Context: an optimization exercise on an open-source flow, tuned for small area. The choices shown serve that exercise and are no tape-out recipe.
Only simulation tests tie the RTL to the original design; equivalence was not proved.
Power and IR drop assume default switching activity.

==> build 20: inputs <==
==> flow/design.v <==
module v68k_rbank (
    input  wire [1023:0] d,      
    input  wire [127:0]  s,      
    output wire [7:0]    y
);
    genvar b, g;
    generate
        for (b = 0; b < 8; b = b + 1) begin : g_bit
            wire [42:0] l1;
            wire [10:0] l2;
            wire [2:0]  l3;
            for (g = 0; g < 42; g = g + 1) begin : g_l1
                v68k_aoi222 u (
                    .a1(s[3*g]),   .a2(d[(3*g)*8+b]),
                    .b1(s[3*g+1]), .b2(d[(3*g+1)*8+b]),
                    .c1(s[3*g+2]), .c2(d[(3*g+2)*8+b]),
                    .y(l1[g]));
            end
            v68k_aoi22 u_l1x (
                .a1(s[126]), .a2(d[126*8+b]),
                .b1(s[127]), .b2(d[127*8+b]),
                .y(l1[42]));
            for (g = 0; g < 10; g = g + 1) begin : g_l2
                v68k_nand4 u (.a(l1[4*g]), .b(l1[4*g+1]), .c(l1[4*g+2]), .d(l1[4*g+3]), .y(l2[g]));
            end
            v68k_nand3 u_l2x (.a(l1[40]), .b(l1[41]), .c(l1[42]), .y(l2[10]));
            v68k_nor4 u_l3a (.a(l2[0]), .b(l2[1]), .c(l2[2]), .d(l2[3]), .y(l3[0]));
            v68k_nor4 u_l3b (.a(l2[4]), .b(l2[5]), .c(l2[6]), .d(l2[7]), .y(l3[1]));
            v68k_nor3 u_l3c (.a(l2[8]), .b(l2[9]), .c(l2[10]), .y(l3[2]));
            v68k_nand3 u_l4 (.a(l3[0]), .b(l3[1]), .c(l3[2]), .y(y[b]));
        end
    endgenerate
endmodule
module v68k_aoi222 (
    input  wire a1, a2, b1, b2, c1, c2,
    output wire y
);
    assign y = ~((a1 & a2) | (b1 & b2) | (c1 & c2));
endmodule
module v68k_aoi22 (
    input  wire a1, a2, b1, b2,
    output wire y
);
    assign y = ~((a1 & a2) | (b1 & b2));
endmodule
module v68k_nand4 (
    input  wire a, b, c, d,
    output wire y
);
    assign y = ~(a & b & c & d);
endmodule
module v68k_nand3 (
    input  wire a, b, c,
    output wire y
);
    assign y = ~(a & b & c);
endmodule
module v68k_nor4 (
    input  wire a, b, c, d,
    output wire y
);
    assign y = ~(a | b | c | d);
endmodule
module v68k_nor3 (
    input  wire a, b, c,
    output wire y
);
    assign y = ~(a | b | c);
endmodule
module v68k_periph (
    input  wire        clk,
    input  wire        rst,
    input  wire        variant,       
    input  wire        e_req,
    output wire        e_gnt,
    input  wire        bus_req,
    input  wire        bus_we,
    input  wire [23:0] bus_addr,
    input  wire        bus_hi,
    input  wire        bus_lo,
    input  wire [15:0] bus_wdata,
    input  wire [23:0] bus_pc,
    output wire        bus_rvalid,
    output wire [15:0] bus_rdata,
    output wire        mem_req,
    output wire        mem_we,
    output wire        mem_ram,
    output wire [17:0] mem_addr,
    output wire [1:0]  mem_be,
    output wire [15:0] mem_wdata,
    input  wire [15:0] mem_rdata,
    input  wire        tick,
    output wire        irq_strobe,
    output wire [2:0]  irq_level,
    input  wire        in_valid,
    input  wire [7:0]  in_byte,
    output wire [1:0]  out_valid,
    output wire [15:0] out_data,
    output wire        diag_valid,
    output wire [1:0]  diag_kind,
    output wire [23:0] diag_pc,
    output wire [23:0] diag_addr,
    output wire        halt
);
    localparam [7:0] ESC_BYTE = 8'h1B;
    localparam [1:0] KIND_ROM_WRITE     = 2'd1;
    localparam [1:0] KIND_INVALID_READ  = 2'd2;
    localparam [1:0] KIND_INVALID_WRITE = 2'd3;
    localparam [1:0] OWN_FREE = 2'd0;
    localparam [1:0] OWN_E    = 2'd1;
    localparam [1:0] OWN_T    = 2'd2;
    reg variant_q;
    reg halted;
    reg esc_prev;
    reg running;           
    always @(posedge clk) begin
        if (rst)
            variant_q <= variant;
    end
    wire live = !halted;
    wire txn  = bus_req && live;
    wire [19:0] a = bus_addr[19:0];
    wire is_ram = a[19];
    wire is_io  = !a[19] && (a[18:15] == 4'b1111);
    wire is_rom = !is_ram && !is_io;
    wire io_sin  = is_io && (a[14:13] == 2'b00);
    wire io_sout = is_io && (a[14:13] == 2'b01);
    wire io_stat = is_io && (a[14:13] == 2'b10);
    wire io_led  = is_io && (a[14:13] == 2'b11);
    wire rd_txn = txn && !bus_we;
    wire wr_txn = txn &&  bus_we;
    wire in_fire  = in_valid && live;
    wire in_esc   = (in_byte == ESC_BYTE);
    wire term     = in_fire && in_esc && esc_prev;
    wire enq      = in_fire && !term;
    wire deq_hi = rd_txn && io_sin && bus_hi;
    wire deq_lo = rd_txn && io_sin && bus_lo;
    reg [7:0] wr;
    reg [7:0] rd;
    reg       e1, e2;      
    always @(posedge clk) begin
        if (rst) begin
            wr <= 8'd0;
            rd <= 8'd0;
            e1 <= 1'b0;
            e2 <= 1'b0;
        end else begin
            if (enq)
                wr <= wr + 8'd1;
            e1 <= enq;
            e2 <= e1;
            rd <= rd + {7'd0, deq_hi} + {7'd0, deq_lo};
        end
    end
    wire [7:0] ws = wr - {7'd0, e1} - {7'd0, e2};
    wire       rdf = (ws != rd);
    wire [15:0] wlo = enq ? (16'd1 << wr[3:0]) : 16'd0;
    wire [15:0] whi = 16'd1 << wr[7:4];
    wire [6:0]   ro = rd[7:1];
    wire [6:0]   re = rd[7:1] + {6'd0, rd[0]};
    wire [127:0] so = 128'd1 << ro;
    wire [127:0] se = 128'd1 << re;
    wire [1023:0] ed, od;
    genvar i;
    generate
        for (i = 0; i < 256; i = i + 1) begin : g_slot
            reg [7:0] q;
            always @(posedge clk) begin
                if (whi[i >> 4] && wlo[i & 15])
                    q <= in_byte;
            end
            if (i & 1) begin : g_odd
                assign od[(i >> 1)*8 +: 8] = q;
            end else begin : g_even
                assign ed[(i >> 1)*8 +: 8] = q;
            end
        end
    endgenerate
    wire [7:0] e_out, o_out;
    v68k_rbank u_even (.d(ed), .s(se), .y(e_out));
    v68k_rbank u_odd  (.d(od), .s(so), .y(o_out));
    wire [7:0] fifo_hbyte = rd[0] ? o_out : e_out;
    wire [7:0] fifo_lbyte = (rd[0] ^ deq_hi) ? o_out : e_out;
    always @(posedge clk) begin
        if (rst) begin
            halted   <= 1'b0;
            esc_prev <= 1'b0;
        end else if (term) begin
            halted   <= 1'b1;
            esc_prev <= 1'b0;
        end else if (enq) begin
            esc_prev <= in_esc;
        end
    end
    reg [7:0] stat_byte;
    always @(*) begin
        if (!variant_q)
            stat_byte = {6'd0, 1'b1, rdf};
        else if (!a[12])
            stat_byte = {7'd0, rdf};
        else
            stat_byte = 8'h01;
    end
    reg [15:0] io_rdata;
    always @(*) begin
        io_rdata = 16'h0000;
        if (io_sin)
            io_rdata = {bus_hi ? fifo_hbyte : 8'h00, bus_lo ? fifo_lbyte : 8'h00};
        else if (io_stat)
            io_rdata = {bus_hi ? stat_byte : 8'h00, bus_lo ? stat_byte : 8'h00};
    end
    assign mem_req   = txn && (is_ram || (is_rom && !bus_we)) && (bus_hi || bus_lo);
    assign mem_we    = bus_we;
    assign mem_ram   = is_ram;
    assign mem_addr  = a[18:1];
    assign mem_be    = {bus_hi, bus_lo};
    assign mem_wdata = bus_wdata;
    reg        rvalid_q;
    reg        rmem_q;
    reg        rhi_q, rlo_q;
    reg [15:0] io_rdata_q;
    reg [1:0]  out_valid_q;
    reg [15:0] out_data_q;
    reg        diag_valid_q;
    reg [1:0]  diag_kind_q;
    reg [23:0] diag_pc_q;
    reg [23:0] diag_addr_q;
    reg       bad;
    reg [1:0] bad_kind;
    always @(*) begin
        bad      = 1'b0;
        bad_kind = KIND_INVALID_READ;
        if (bus_we) begin
            if (is_rom) begin
                bad      = 1'b1;
                bad_kind = KIND_ROM_WRITE;
            end else if (io_sin || io_stat) begin
                bad      = 1'b1;
                bad_kind = KIND_INVALID_WRITE;
            end
        end else begin
            if (io_sout || io_led) begin
                bad      = 1'b1;
                bad_kind = KIND_INVALID_READ;
            end
        end
    end
    always @(posedge clk) begin
        if (rst) begin
            rvalid_q     <= 1'b0;
            out_valid_q  <= 2'b00;
            diag_valid_q <= 1'b0;
        end else begin
            rvalid_q     <= rd_txn;
            out_valid_q  <= {wr_txn && io_sout && bus_hi, wr_txn && io_sout && bus_lo};
            diag_valid_q <= txn && bad;
        end
        rmem_q      <= is_ram || is_rom;
        rhi_q       <= bus_hi;
        rlo_q       <= bus_lo;
        io_rdata_q  <= io_rdata;
        out_data_q  <= bus_wdata;
        diag_kind_q <= bad_kind;
        diag_pc_q   <= bus_pc;
        diag_addr_q <= bus_addr;
    end
    assign bus_rvalid = rvalid_q;
    assign bus_rdata  = rmem_q ? {rhi_q ? mem_rdata[15:8] : 8'h00,
                                  rlo_q ? mem_rdata[7:0]  : 8'h00}
                               : io_rdata_q;
    assign out_valid  = out_valid_q;
    assign out_data   = out_data_q;
    assign diag_valid = diag_valid_q;
    assign diag_kind  = diag_kind_q;
    assign diag_pc    = diag_pc_q;
    assign diag_addr  = diag_addr_q;
    reg [1:0] owner;
    reg       tick_pend;
    reg       irq_q;
    reg [2:0] irq_level_q;
    reg       t_more;          
    wire grant_t = (owner == OWN_FREE) && tick_pend;
    always @(posedge clk) begin
        if (rst) begin
            running     <= 1'b0;
            owner       <= OWN_FREE;
            tick_pend   <= 1'b0;
            irq_q       <= 1'b0;
            irq_level_q <= 3'd0;
            t_more      <= 1'b0;
        end else if (halted || term) begin
            owner     <= OWN_FREE;
            tick_pend <= 1'b0;
            irq_q     <= 1'b0;
            t_more    <= 1'b0;
        end else begin
            irq_q     <= 1'b0;
            tick_pend <= (tick_pend && !grant_t) || (tick && running);
            case (owner)
                OWN_FREE: begin
                    if (tick_pend) begin
                        owner       <= OWN_T;
                        irq_q       <= 1'b1;
                        irq_level_q <= rdf ? 3'd2 : 3'd5;
                        t_more      <= rdf;
                    end else if (e_req) begin
                        owner <= OWN_E;
                    end
                end
                OWN_E: begin
                    if (!e_req) begin
                        owner   <= OWN_FREE;
                        running <= 1'b1;
                    end
                end
                default: begin
                    if (t_more) begin
                        irq_q       <= 1'b1;
                        irq_level_q <= 3'd5;
                        t_more      <= 1'b0;
                    end else begin
                        owner <= OWN_FREE;
                    end
                end
            endcase
        end
    end
    assign e_gnt      = (owner == OWN_E);
    assign irq_strobe = irq_q;
    assign irq_level  = irq_level_q;
    assign halt       = halted;
endmodule
==> flow/run.sh <==
#!/bin/bash
# synth_recipe.tcl (not shown) runs the flow's synth.tcl, then flattens the netlist and writes it again
# the make line also repeats each setting of config.mk as NAME=value (left out here)
make -C /OpenROAD-flow-scripts/flow DESIGN_CONFIG=/design/flow/config.mk WORK_HOME=/design/flow/orfs CLKGATE_MAP_FILE= SYNTH_SCRIPT=/design/flow/synth_recipe.tcl finish
==> flow/config.mk <==
export PLATFORM = sky130hd
export DESIGN_NAME = v68k_periph
export DESIGN_NICKNAME = v68k_periph
export VERILOG_FILES = /design/flow/design.v
export SDC_FILE = /design/flow/constraint.sdc
export NUM_CORES = 4
export LEC_CHECK = 0
export CAP_MARGIN = 20
export CORE_MARGIN = 2
export CORE_UTILIZATION = 55
export CTS_BUF_LIST = sky130_fd_sc_hd__clkbuf_8
export SLEW_MARGIN = 20
export SYNTH_HIERARCHICAL = 1
==> flow/constraint.sdc <==
create_clock -name core_clock -period 10.0 [get_ports {clk}]
set_input_delay 2.0000 -clock core_clock [delete_from_list [all_inputs] [get_ports {clk}]]
set_output_delay 2.0000 -clock core_clock [all_outputs]
set_load 0.01 [all_outputs]
==> build 30 (differences from build 20) <==
==> flow/design.v, changed modules only <==
module v68k_fifo (
    input  wire       clk,
    input  wire       rst,
    input  wire       enq,
    input  wire [7:0] enq_byte,
    input  wire       deq_hi,
    input  wire       deq_lo,
    output wire [7:0] hbyte,
    output wire [7:0] lbyte,
    output wire       rdf
);
    reg [7:0] storage [0:255];
    reg [7:0] wr;
    reg [7:0] wg;
    reg [7:0] wg_s1, wg_s2;
    reg [7:0] rd;
    wire [7:0] wr_next = wr + 8'd1;
    always @(posedge clk) begin
        if (enq)
            storage[wr] <= enq_byte;
    end
    always @(posedge clk) begin
        if (rst) begin
            wr    <= 8'd0;
            wg    <= 8'd0;
            wg_s1 <= 8'd0;
            wg_s2 <= 8'd0;
            rd    <= 8'd0;
        end else begin
            if (enq) begin
                wr <= wr_next;
                wg <= wr_next ^ (wr_next >> 1);
            end
            wg_s1 <= wg;
            wg_s2 <= wg_s1;
            rd <= rd + {7'd0, deq_hi} + {7'd0, deq_lo};
        end
    end
    reg [7:0] ws;
    integer i;
    always @(*) begin
        ws[7] = wg_s2[7];
        for (i = 6; i >= 0; i = i - 1)
            ws[i] = ws[i+1] ^ wg_s2[i];
    end
    assign rdf = (ws != rd);
    wire [7:0] lo_idx = deq_hi ? rd + 8'd1 : rd;
    assign hbyte = storage[rd];
    assign lbyte = storage[lo_idx];
endmodule
module v68k_periph (
    input  wire        clk,
    input  wire        rst,
    input  wire        variant,       
    input  wire        e_req,
    output wire        e_gnt,
    input  wire        bus_req,
    input  wire        bus_we,
    input  wire [23:0] bus_addr,
    input  wire        bus_hi,
    input  wire        bus_lo,
    input  wire [15:0] bus_wdata,
    input  wire [23:0] bus_pc,
    output wire        bus_rvalid,
    output wire [15:0] bus_rdata,
    output wire        mem_req,
    output wire        mem_we,
    output wire        mem_ram,
    output wire [17:0] mem_addr,
    output wire [1:0]  mem_be,
    output wire [15:0] mem_wdata,
    input  wire [15:0] mem_rdata,
    input  wire        tick,
    output wire        irq_strobe,
    output wire [2:0]  irq_level,
    input  wire        in_valid,
    input  wire [7:0]  in_byte,
    output wire [1:0]  out_valid,
    output wire [15:0] out_data,
    output wire        diag_valid,
    output wire [1:0]  diag_kind,
    output wire [23:0] diag_pc,
    output wire [23:0] diag_addr,
    output wire        halt
);
    localparam [7:0] ESC_BYTE = 8'h1B;
    localparam [1:0] KIND_ROM_WRITE     = 2'd1;
    localparam [1:0] KIND_INVALID_READ  = 2'd2;
    localparam [1:0] KIND_INVALID_WRITE = 2'd3;
    localparam [1:0] OWN_FREE = 2'd0;
    localparam [1:0] OWN_E    = 2'd1;
    localparam [1:0] OWN_T    = 2'd2;
    reg variant_q;
    reg halted;
    reg esc_prev;
    reg running;           
    always @(posedge clk) begin
        if (rst)
            variant_q <= variant;
    end
    wire live = !halted;
    wire txn  = bus_req && live;
    wire [19:0] a = bus_addr[19:0];
    wire is_ram = a[19];
    wire is_io  = !a[19] && (a[18:15] == 4'b1111);
    wire is_rom = !is_ram && !is_io;
    wire io_sin  = is_io && (a[14:13] == 2'b00);
    wire io_sout = is_io && (a[14:13] == 2'b01);
    wire io_stat = is_io && (a[14:13] == 2'b10);
    wire io_led  = is_io && (a[14:13] == 2'b11);
    wire rd_txn = txn && !bus_we;
    wire wr_txn = txn &&  bus_we;
    wire in_fire  = in_valid && live;
    wire in_esc   = (in_byte == ESC_BYTE);
    wire term     = in_fire && in_esc && esc_prev;
    wire enq      = in_fire && !term;
    wire deq_hi = rd_txn && io_sin && bus_hi;
    wire deq_lo = rd_txn && io_sin && bus_lo;
    wire [7:0] fifo_hbyte, fifo_lbyte;
    wire       rdf;
    v68k_fifo u_fifo (
        .clk      (clk),
        .rst      (rst),
        .enq      (enq),
        .enq_byte (in_byte),
        .deq_hi   (deq_hi),
        .deq_lo   (deq_lo),
        .hbyte    (fifo_hbyte),
        .lbyte    (fifo_lbyte),
        .rdf      (rdf)
    );
    always @(posedge clk) begin
        if (rst) begin
            halted   <= 1'b0;
            esc_prev <= 1'b0;
        end else if (term) begin
            halted   <= 1'b1;
            esc_prev <= 1'b0;
        end else if (enq) begin
            esc_prev <= in_esc;
        end
    end
    reg [7:0] stat_byte;
    always @(*) begin
        if (!variant_q)
            stat_byte = {6'd0, 1'b1, rdf};
        else if (!a[12])
            stat_byte = {7'd0, rdf};
        else
            stat_byte = 8'h01;
    end
    reg [15:0] io_rdata;
    always @(*) begin
        io_rdata = 16'h0000;
        if (io_sin)
            io_rdata = {bus_hi ? fifo_hbyte : 8'h00, bus_lo ? fifo_lbyte : 8'h00};
        else if (io_stat)
            io_rdata = {bus_hi ? stat_byte : 8'h00, bus_lo ? stat_byte : 8'h00};
    end
    assign mem_req   = txn && (is_ram || (is_rom && !bus_we)) && (bus_hi || bus_lo);
    assign mem_we    = bus_we;
    assign mem_ram   = is_ram;
    assign mem_addr  = a[18:1];
    assign mem_be    = {bus_hi, bus_lo};
    assign mem_wdata = bus_wdata;
    reg        rvalid_q;
    reg        rmem_q;
    reg        rhi_q, rlo_q;
    reg [15:0] io_rdata_q;
    reg [1:0]  out_valid_q;
    reg [15:0] out_data_q;
    reg        diag_valid_q;
    reg [1:0]  diag_kind_q;
    reg [23:0] diag_pc_q;
    reg [23:0] diag_addr_q;
    reg       bad;
    reg [1:0] bad_kind;
    always @(*) begin
        bad      = 1'b0;
        bad_kind = KIND_INVALID_READ;
        if (bus_we) begin
            if (is_rom) begin
                bad      = 1'b1;
                bad_kind = KIND_ROM_WRITE;
            end else if (io_sin || io_stat) begin
                bad      = 1'b1;
                bad_kind = KIND_INVALID_WRITE;
            end
        end else begin
            if (io_sout || io_led) begin
                bad      = 1'b1;
                bad_kind = KIND_INVALID_READ;
            end
        end
    end
    always @(posedge clk) begin
        if (rst) begin
            rvalid_q     <= 1'b0;
            out_valid_q  <= 2'b00;
            diag_valid_q <= 1'b0;
        end else begin
            rvalid_q     <= rd_txn;
            out_valid_q  <= {wr_txn && io_sout && bus_hi, wr_txn && io_sout && bus_lo};
            diag_valid_q <= txn && bad;
        end
        rmem_q      <= is_ram || is_rom;
        rhi_q       <= bus_hi;
        rlo_q       <= bus_lo;
        io_rdata_q  <= io_rdata;
        out_data_q  <= bus_wdata;
        diag_kind_q <= bad_kind;
        diag_pc_q   <= bus_pc;
        diag_addr_q <= bus_addr;
    end
    assign bus_rvalid = rvalid_q;
    assign bus_rdata  = rmem_q ? {rhi_q ? mem_rdata[15:8] : 8'h00,
                                  rlo_q ? mem_rdata[7:0]  : 8'h00}
                               : io_rdata_q;
    assign out_valid  = out_valid_q;
    assign out_data   = out_data_q;
    assign diag_valid = diag_valid_q;
    assign diag_kind  = diag_kind_q;
    assign diag_pc    = diag_pc_q;
    assign diag_addr  = diag_addr_q;
    reg [1:0] owner;
    reg       tick_pend;
    reg       irq_q;
    reg [2:0] irq_level_q;
    reg       t_more;          
    wire grant_t = (owner == OWN_FREE) && tick_pend;
    always @(posedge clk) begin
        if (rst) begin
            running     <= 1'b0;
            owner       <= OWN_FREE;
            tick_pend   <= 1'b0;
            irq_q       <= 1'b0;
            irq_level_q <= 3'd0;
            t_more      <= 1'b0;
        end else if (halted || term) begin
            owner     <= OWN_FREE;
            tick_pend <= 1'b0;
            irq_q     <= 1'b0;
            t_more    <= 1'b0;
        end else begin
            irq_q     <= 1'b0;
            tick_pend <= (tick_pend && !grant_t) || (tick && running);
            case (owner)
                OWN_FREE: begin
                    if (tick_pend) begin
                        owner       <= OWN_T;
                        irq_q       <= 1'b1;
                        irq_level_q <= rdf ? 3'd2 : 3'd5;
                        t_more      <= rdf;
                    end else if (e_req) begin
                        owner <= OWN_E;
                    end
                end
                OWN_E: begin
                    if (!e_req) begin
                        owner   <= OWN_FREE;
                        running <= 1'b1;
                    end
                end
                default: begin
                    if (t_more) begin
                        irq_q       <= 1'b1;
                        irq_level_q <= 3'd5;
                        t_more      <= 1'b0;
                    end else begin
                        owner <= OWN_FREE;
                    end
                end
            endcase
        end
    end
    assign e_gnt      = (owner == OWN_E);
    assign irq_strobe = irq_q;
    assign irq_level  = irq_level_q;
    assign halt       = halted;
endmodule
// module v68k_rbank removed
// module v68k_aoi222 removed
// module v68k_aoi22 removed
// module v68k_nand4 removed
// module v68k_nand3 removed
// module v68k_nor4 removed
// module v68k_nor3 removed
--- a/flow/config.mk
+++ b/flow/config.mk
@@ -8,6 +8,4 @@
 export CAP_MARGIN = 20
 export CORE_MARGIN = 2
-export CORE_UTILIZATION = 55
-export CTS_BUF_LIST = sky130_fd_sc_hd__clkbuf_8
+export CORE_UTILIZATION = 40
 export SLEW_MARGIN = 20
-export SYNTH_HIERARCHICAL = 1
==> impl_metrics.ini <==
[outcome]
status = complete, no violations

[floorplan]
initial_core_util_pct = 55.45

[pwr]
ir_worst_vdd_mv = 0.1312
intPower_mw = 13.62

[sta]
fin_ws_ps = 4183
fmax_mhz = 171.9

[cts]
cts_max_path_buffers = 4

[drt]
dr.max_layer_used = met4
wl_met1_um = 86840
vias = 45343

[worst_setup_path]
path_depth = 4

[layout]
largest-register = g_slot.q
(the above is from build 20)
==> impl_metrics.ini <==
[outcome]
status = complete, no violations

[drt]
wl_met1_um = 142700
dr.max_layer_used = met5

[cts]
cts_max_path_buffers = 3

[floorplan]
initial_core_util_pct = 40.28

[sta]
fin_ws_ps = 2438
fmax_mhz = 132.2

[pwr]
clock_net_power_mw = 8.69
ir_worst_vdd_mv = 0.1644
intPower_mw = 15.00
pwr-share-comb_pct = 2.1
(the above is from build 30)

[separate check: timing with driven ports]
The flow's constraints put no driver on any port. The routed layouts listed below were extracted and timed again, unchanged, in two steps. Step 1 sets driving cells, clkbuf_16 on the clock port and buf_2 on the other inputs (assumed; they add their load-dependent delay and slew). Step 2 adds t to the input delays and takes it off the output delays; t is the mean of the earliest and latest rising clock arrival at the registers after step 1. Input paths then give back, and output paths get back, about the clock's delay inside the block. Slacks: ideal / step 1 / step 2; pairs: ideal / step 1.
run | t (ns) | slack for setup (ns) | hold WS [ns]
build 20 | 1.047 | 4.183 / 4.157 / 4.157 | 0.456 / 0.456 / 0.456
build 30 | 1.014 | 2.438 / 2.522 / 1.507 | 0.435 / 0.435 / 0.435
After both steps setup and hold are still met in every run listed. For build 30, which loses most, drivers alone change the setup slack by +0.084 ns; drivers and shift together by -0.931 ns.
